Background: an optimization exercise with open tools, aiming at small area. Do not read the settings as production practice.
Only simulation tests tie the RTL to the original design; equivalence was not proved.
No activity file was given, so power comes from the tool's default toggle rates.

==> flow/design.v <==
module acc_scale24 (
    input  wire [7:0] c,
    output wire [2:0] level
);
    wire [10:0] prod = c * 11'd5;
    wire [10:0] quot = prod / 11'd255;
    assign level = quot[2:0];
endmodule
module acc_rgb_code (
    input  wire [2:0] red,
    input  wire [2:0] green,
    input  wire [2:0] blue,
    output wire [7:0] code
);
    assign code = 8'd16 + 8'd36 * red + 8'd6 * green + blue;
endmodule
module acc_classify (
    input  wire [7:0]  code,
    output reg  [10:0] var_out
);
    wire [7:0] rem   = code - 8'd16;
    wire [7:0] red   = rem / 8'd36;
    wire [7:0] green = (rem / 8'd6) % 8'd6;
    wire [7:0] blue  = rem % 8'd6;
    wire [7:0] level = code - 8'd232;
    always @* begin
        if (code <= 8'd7)
            var_out = {2'd0, 6'd0, code[2:0]};
        else if (code <= 8'd15)
            var_out = {2'd1, 6'd0, code[2:0]};
        else if (code <= 8'd231)
            var_out = {2'd2, red[2:0], green[2:0], blue[2:0]};
        else
            var_out = {2'd3, 4'd0, level[4:0]};
    end
endmodule
module acc_var_encode (
    input  wire [10:0] var_in,
    output reg  [7:0]  code,
    output reg         illegal,
    output reg         range_err,
    output reg  [7:0]  bad_value
);
    wire [1:0] tag   = var_in[10:9];
    wire [2:0] red   = var_in[8:6];
    wire [2:0] green = var_in[5:3];
    wire [2:0] blue  = var_in[2:0];
    wire [4:0] level = var_in[4:0];
    wire [7:0] rgb_code;
    acc_rgb_code u_rgb (.red(red), .green(green), .blue(blue), .code(rgb_code));
    always @* begin
        code      = 8'd0;
        illegal   = 1'b0;
        range_err = 1'b0;
        bad_value = 8'd0;
        case (tag)
            2'd0: begin
                if (var_in[8:3] != 6'd0) illegal = 1'b1;
                else                     code = {5'd0, var_in[2:0]};
            end
            2'd1: begin
                if (var_in[8:3] != 6'd0) illegal = 1'b1;
                else                     code = 8'd8 + {5'd0, var_in[2:0]};
            end
            2'd2: begin
                if (red > 3'd5) begin
                    range_err = 1'b1;
                    bad_value = {5'd0, red};
                end else if (green > 3'd5) begin
                    range_err = 1'b1;
                    bad_value = {5'd0, green};
                end else if (blue > 3'd5) begin
                    range_err = 1'b1;
                    bad_value = {5'd0, blue};
                end else begin
                    code = rgb_code;
                end
            end
            default: begin
                if (var_in[8:5] != 4'd0) illegal = 1'b1;
                else if (level > 5'd23) begin
                    range_err = 1'b1;
                    bad_value = {3'd0, level};
                end else begin
                    code = 8'd232 + {3'd0, level};
                end
            end
        endcase
    end
endmodule
module acc (
    input  wire        clk,
    input  wire        rst,
    input  wire        req_valid,
    input  wire [31:0] req_word,
    output wire        rsp_valid,
    output wire [31:0] rsp_word
);
    localparam [3:0] ST_OK      = 4'd0;
    localparam [3:0] ST_RANGE   = 4'd1;
    localparam [3:0] ST_ILLEGAL = 4'd2;
    localparam [3:0] ST_END     = 4'd3;
    localparam [3:0] OP_ENC_NORMAL = 4'h1;
    localparam [3:0] OP_ENC_BRIGHT = 4'h2;
    localparam [3:0] OP_ENC_RGB    = 4'h3;
    localparam [3:0] OP_ENC_GREY   = 4'h4;
    localparam [3:0] OP_ENC_RGB24  = 4'h5;
    localparam [3:0] OP_ENC_VAR    = 4'h6;
    localparam [3:0] OP_CLASSIFY   = 4'h7;
    localparam [3:0] OP_FROMCODE   = 4'h8;
    localparam [3:0] OP_NEW_RGB    = 4'h9;
    localparam [3:0] OP_NEW_GREY   = 4'hA;
    localparam [3:0] OP_NEW_RGB24  = 4'hB;
    localparam [3:0] OP_SEQ_START  = 4'hC;
    localparam [3:0] OP_SEQ_NEXT   = 4'hD;
    wire [3:0] op    = req_word[31:28];
    wire [3:0] mbz   = req_word[27:24];
    wire [7:0] red   = req_word[23:16];
    wire [7:0] green = req_word[15:8];
    wire [7:0] blue  = req_word[7:0];
    wire [7:0] level = req_word[7:0];
    wire [7:0] code  = req_word[7:0];
    wire [2:0] idx   = req_word[2:0];
    wire [2:0] sel   = req_word[2:0];
    reg       seq_active;
    reg [7:0] seq_cur;
    reg [7:0] seq_last;
    reg       rgb_bad;
    reg [7:0] rgb_bad_value;
    always @* begin
        rgb_bad       = 1'b1;
        rgb_bad_value = 8'd0;
        if (red > 8'd5)        rgb_bad_value = red;
        else if (green > 8'd5) rgb_bad_value = green;
        else if (blue > 8'd5)  rgb_bad_value = blue;
        else                   rgb_bad = 1'b0;
    end
    wire grey_bad = level > 8'd23;
    wire [7:0] rgb_code;
    acc_rgb_code u_rgb_code (
        .red(red[2:0]), .green(green[2:0]), .blue(blue[2:0]), .code(rgb_code)
    );
    wire [2:0] s_red, s_green, s_blue;
    acc_scale24 u_scale_r (.c(red),   .level(s_red));
    acc_scale24 u_scale_g (.c(green), .level(s_green));
    acc_scale24 u_scale_b (.c(blue),  .level(s_blue));
    wire [7:0] rgb24_code;
    acc_rgb_code u_rgb24_code (
        .red(s_red), .green(s_green), .blue(s_blue), .code(rgb24_code)
    );
    wire [7:0] venc_code;
    wire       venc_illegal, venc_range;
    wire [7:0] venc_bad;
    acc_var_encode u_var_encode (
        .var_in(req_word[10:0]), .code(venc_code), .illegal(venc_illegal),
        .range_err(venc_range), .bad_value(venc_bad)
    );
    wire [10:0] cls_var;
    acc_classify u_classify (.code(code), .var_out(cls_var));
    reg  [3:0]  status;
    reg  [23:0] data;
    reg         do_start;
    reg         do_next;
    always @* begin
        status   = ST_OK;
        data     = 24'd0;
        do_start = 1'b0;
        do_next  = 1'b0;
        if (mbz != 4'd0) begin
            status = ST_ILLEGAL;
        end else begin
            case (op)
                OP_ENC_NORMAL: begin
                    if (req_word[23:3] != 21'd0) status = ST_ILLEGAL;
                    else                         data = {21'd0, idx};
                end
                OP_ENC_BRIGHT: begin
                    if (req_word[23:3] != 21'd0) status = ST_ILLEGAL;
                    else                         data = 24'd8 + {21'd0, idx};
                end
                OP_ENC_RGB: begin
                    if (rgb_bad) begin
                        status = ST_RANGE;
                        data   = {16'd0, rgb_bad_value};
                    end else begin
                        data = {16'd0, rgb_code};
                    end
                end
                OP_ENC_GREY: begin
                    if (req_word[23:8] != 16'd0) status = ST_ILLEGAL;
                    else if (grey_bad) begin
                        status = ST_RANGE;
                        data   = {16'd0, level};
                    end else begin
                        data = 24'd232 + {16'd0, level};
                    end
                end
                OP_ENC_RGB24: begin
                    data = {16'd0, rgb24_code};
                end
                OP_ENC_VAR: begin
                    if (req_word[23:11] != 13'd0 || venc_illegal) status = ST_ILLEGAL;
                    else if (venc_range) begin
                        status = ST_RANGE;
                        data   = {16'd0, venc_bad};
                    end else begin
                        data = {16'd0, venc_code};
                    end
                end
                OP_CLASSIFY: begin
                    if (req_word[23:8] != 16'd0) status = ST_ILLEGAL;
                    else                         data = {13'd0, cls_var};
                end
                OP_FROMCODE: begin
                    if (req_word[23:8] != 16'd0) status = ST_ILLEGAL;
                    else                         data = {16'd0, code};
                end
                OP_NEW_RGB: begin
                    if (rgb_bad) begin
                        status = ST_RANGE;
                        data   = {16'd0, rgb_bad_value};
                    end else begin
                        data = {13'd0, 2'd2, red[2:0], green[2:0], blue[2:0]};
                    end
                end
                OP_NEW_GREY: begin
                    if (req_word[23:8] != 16'd0) status = ST_ILLEGAL;
                    else if (grey_bad) begin
                        status = ST_RANGE;
                        data   = {16'd0, level};
                    end else begin
                        data = {13'd0, 2'd3, 4'd0, level[4:0]};
                    end
                end
                OP_NEW_RGB24: begin
                    data = {13'd0, 2'd2, s_red, s_green, s_blue};
                end
                OP_SEQ_START: begin
                    if (req_word[23:3] != 21'd0 || sel > 3'd4) status = ST_ILLEGAL;
                    else                                       do_start = 1'b1;
                end
                OP_SEQ_NEXT: begin
                    if (req_word[23:0] != 24'd0) status = ST_ILLEGAL;
                    else if (!seq_active)        status = ST_END;
                    else begin
                        data    = {16'd0, seq_cur};
                        do_next = 1'b1;
                    end
                end
                default: status = ST_ILLEGAL;
            endcase
        end
    end
    reg [7:0] sel_first, sel_last;
    always @* begin
        case (sel)
            3'd1:    begin sel_first = 8'd0;   sel_last = 8'd7;   end
            3'd2:    begin sel_first = 8'd8;   sel_last = 8'd15;  end
            3'd3:    begin sel_first = 8'd16;  sel_last = 8'd231; end
            3'd4:    begin sel_first = 8'd232; sel_last = 8'd255; end
            default: begin sel_first = 8'd0;   sel_last = 8'd255; end
        endcase
    end
    wire accept = req_valid && !rst;
    always @(posedge clk) begin
        if (rst) begin
            seq_active <= 1'b0;
            seq_cur    <= 8'd0;
            seq_last   <= 8'd0;
        end else if (accept && do_start) begin
            seq_active <= 1'b1;
            seq_cur    <= sel_first;
            seq_last   <= sel_last;
        end else if (accept && do_next) begin
            if (seq_cur == seq_last) seq_active <= 1'b0;
            else                     seq_cur    <= seq_cur + 8'd1;
        end
    end
    assign rsp_valid = accept;
    assign rsp_word  = {status, 4'd0, data};
endmodule
==> flow/run.sh <==
#!/bin/bash
# synth_recipe.tcl (not shown) runs the flow's synth.tcl, then flattens the netlist and writes it again
# the make line also repeats each setting of config.mk as NAME=value (left out here)
make -C /OpenROAD-flow-scripts/flow DESIGN_CONFIG=/design/flow/config.mk WORK_HOME=/design/flow/orfs CLKGATE_MAP_FILE= SYNTH_SCRIPT=/design/flow/synth_recipe.tcl finish
==> flow/config.mk <==
export PLATFORM = sky130hd
export DESIGN_NAME = acc
export DESIGN_NICKNAME = acc
export VERILOG_FILES = /design/flow/design.v
export SDC_FILE = /design/flow/constraint.sdc
export NUM_CORES = 4
export LEC_CHECK = 0
export CAP_MARGIN = 20
export CORE_MARGIN = 2
export CORE_UTILIZATION = 40
export SLEW_MARGIN = 20
==> flow/constraint.sdc <==
create_clock -name core_clock -period 20.0 [get_ports {clk}]
set_input_delay 4.0000 -clock core_clock [delete_from_list [all_inputs] [get_ports {clk}]]
set_output_delay 4.0000 -clock core_clock [all_outputs]
set_load 0.01 [all_outputs]
==> notes.md <==
status complete, no violations; Layout Skew approximately 2.7 ps; die extent in x 134 um; final wirelength about 21 mm; Cell Area, Synth 6800 um^2; Levels on crit path 27; Rel. slew slack 0.300; Vias/cell between 6 and 7; Inst Count DP 1212; CP Capture Type output port; Final min period 16330 ps; Worst Hold Depth 2; initial drt markers 490; Avg Inst Size Synth 6.97 um^2; global route total overflow 0; sequential element share of the synthesized area 0.0383; top_reg_cell synth dfxtp_1; cts-stage hold buffer count 0; Total GRT Usage 0.232; arrival time worst endpoint 12330 ps; most frequent CP cell ha_1; fmax 61.2 MHz; worst slew pin tran 1050 ps; Layout Nets 1139; ys async rst share 0; Initial Utilization 0.410; DR DRC count 0; power density over the cells roughly 43 nW/um^2; CTS Root Cell clkbuf_16; Max stage delay on crit path 780 ps; initial antenna violation count 0; total CTS buffers 3; first-pass GRT wire length 34.6 mm; Setup violations, final 0; Crit Path Class in2out; post-DP HPWL 16.4 mm; total die area 18100 um^2; Wirelength per Cell between 15 and 20 um; via count 7363; ANT cells 0; post_cts resized 0; Antenna Nets Post-Route 0; area occupied by registers 260 um^2; Fin. Hold Viols 0; cell leakage power 3.09 nW; #FFs+latches synth 13; H-Tree Depth 1; area grow syn2layout 9.35%; FF-to-FF path depth 9; Setup TNS 0 ps; clock sinks 13; FP Rows 47; postcts setup bufs 0; Fillers about 1800; crit path launch type input port; Req. time, crit path 16000 ps; Core ar. about 17000 um^2; IO Count 68; top cell family by delay on the critical path compound AO/OA/AOI/OAI gates; Tcrit/Tclk final 0.817; area occupied by multi-input gates 6040 um^2; Hold Crit Class reg2reg; Post-Layout Cell Count about 1200; Max-Cap Viols 0; vias in the first global route 6871; clk slew on worst S/H paths 40 ps; Longest Clk Path Bufs 2; router iterations before antenna repair 5; synthesis warning total 3; gpl congestion 0.949; Final Slew Violations 0; Post-synth EDFFs 0; CTS tree built; Slowest-stage cell, CP a2111oi_0; Die Ht 134 um; post-synth cell types 93; Syn Inst Count 976; worst vdd ir 27.1 uV; share of layout cells above drive strength 1 0.0442; port buffer count 48; CP max FO 16; CP bufs+invs 3; largest net degree at the start of global routing 44; Clock Latency Late Sink 250 ps; unrepaired setup endpoints after global routing no
-- synthesized netlist by cell type, types with 8 or more instances --
library cell | number | area share
a221oi_1 | 8 | 0.010
a21o_1 | 28 | 0.031
o21ai_0 | 65 | 0.048
o211ai_1 | 11 | 0.012
nand2b_1 | 15 | 0.014
xnor2_1 | 33 | 0.043
buf_4 | 21 | 0.023
nand3_1 | 43 | 0.032
o21bai_1 | 10 | 0.011
o21a_1 | 9 | 0.0099
buf_2 | 9 | 0.0066
fa_1 | 12 | 0.035
xor2_1 | 18 | 0.023
dfxtp_1 | 13 | 0.038
inv_1 | 60 | 0.033
nand2_1 | 82 | 0.045
ha_1 | 95 | 0.17
nor3_1 | 18 | 0.013
nor2_1 | 80 | 0.044
clkbuf_1 | 24 | 0.013
mux2i_1 | 13 | 0.019
and3_1 | 13 | 0.012
nand4_1 | 18 | 0.017
a31oi_1 | 19 | 0.017
nor2b_1 | 13 | 0.012
a21oi_1 | 86 | 0.063
-- sequential cells by signal (all words and copies together), names as in the netlist --
register	cells
seq_cur	8
seq_active	1
seq_last	4
-- through the flow --
| step | util | setup WS (ps) | cell area [um^2] | hold slack [ps] | total power [W] |
|---|---|---|---|---|---|
| 2_1_floorplan | - | 6290 | 6870 | 457 | 0.000221 |
| 3_3_place_gp | 0.444 | 4020 | 7360 | 480 | 0.000274 |
| 3_5_place_dp | 0.444 | 3830 | 7360 | 480 | 0.000277 |
| 4_1_cts | 0.448 | 3820 | 7430 | 488 | 0.000317 |
| 5_1_grt | 0.448 | 3180 | 7430 | 513 | 0.000350 |
| 6_report | 0.448 | 3670 | 7430 | 484 | 0.000319 |
-- power breakdown --
part	switching [W]	leakage, nW	internal (W)
Clock	0.0000115	0.0382	0.0000269
Combinational	0.000151	2.95	0.000104
Sequential	0.0000000000000183	0.105	0.0000260
-- area by class of cell --
class | count | area share
well taps | 220 | 0.0370
repair buffers | 57 | 0.0737
multi-input cells | 859 | 0.812
inverters | 63 | 0.0318
flip-flops and latches | 13 | 0.0350
clock buffers | 4 | 0.0106
-- layout by cell type, fill, tap and decap left out, types with 8 or more instances in the layout --
master           synthesis  routed
ha_1                    95      95
a21oi_1                 86      86
nand2_1                 82      82
nor2_1                  80      80
o21ai_0                 65      65
inv_1                   60      60
clkdlybuf4s50_1          0      48
nand3_1                 43      43
xnor2_1                 33      33
a21o_1                  28      28
a31oi_1                 19      19
conb_1                   1      19
nor3_1                  18      18
xor2_1                  18      18
nand4_1                 18      18
nand2b_1                15      15
and3_1                  13      13
nor2b_1                 13      13
mux2i_1                 13      13
dfxtp_1                 13      13
fa_1                    12      12
o211ai_1                11      11
o21bai_1                10      10
o21a_1                   9       9
buf_4                   21       9
a221oi_1                 8       8
-- kinds of logic (layout without fill, tap and decap cells) --
logic type / Yosys count / after routing / synth area share
compound gates: 327 / 327 / 0.321
xor+xnor: 53 / 53 / 0.0705
fa+ha+maj: 109 / 109 / 0.213
buf+inv: 122 / 124 / 0.0839
flops: 13 / 13 / 0.0383
mux: 17 / 17 / 0.0258
other cells: 1 / 19 / 0.000552
simple gates: 334 / 334 / 0.247
-- path summary, 6_finish.rpt --
check | from | slack [ps] | to
max | req_word[9] | 3670 | rsp_word[5]
min reg2reg | seq_active$_SDFFE_PP0P_ | 480 | seq_active$_SDFFE_PP0P_
min | seq_active$_SDFFE_PP0P_ | 480 | seq_active$_SDFFE_PP0P_
max reg2reg | seq_cur[5]$_SDFFE_PP0P_ | 17670 | seq_cur[4]$_SDFFE_PP0P_
-- worst min-delay path: stages, from the launching register on --
cell     delay, ps
dfxtp_1        310
o31ai_1         60
a21oi_1         60
-- per-layer routing --
metal	share of wire	global-route usage
met1	0.46	0.320
met2	0.44	0.380
met3	0.062	0.0227
met4	0.033	0.0749
met5	0	0

[afterwards: timing with drivers on the ports]
How much do the figures lean on ideal ports? The routed layout below was timed once more, with nothing changed but the port constraints.
Step 1: set_driving_cell puts a clkbuf_16 on clk and a buf_2 on each other input, an assumption about the parent block.
Step 2 also shifts input and output timing later by t, the mid clock arrival at the registers, as if the neighbouring blocks saw the same clock.
Three values: no drivers, after step 1, after step 2; two values: the first two.
t, ns: 0.267
setup slack, ns: 3.667 / 3.646 / 3.646
worst setup path at the end: input to output
latest minus earliest clock arrival (ns): 0.003 / 0.003
worst data-port slew with drivers (ns): 0.03
After both steps this run still meets setup and hold. For this run, drivers alone change the setup slack by -0.021 ns; drivers and shift together by -0.021 ns.
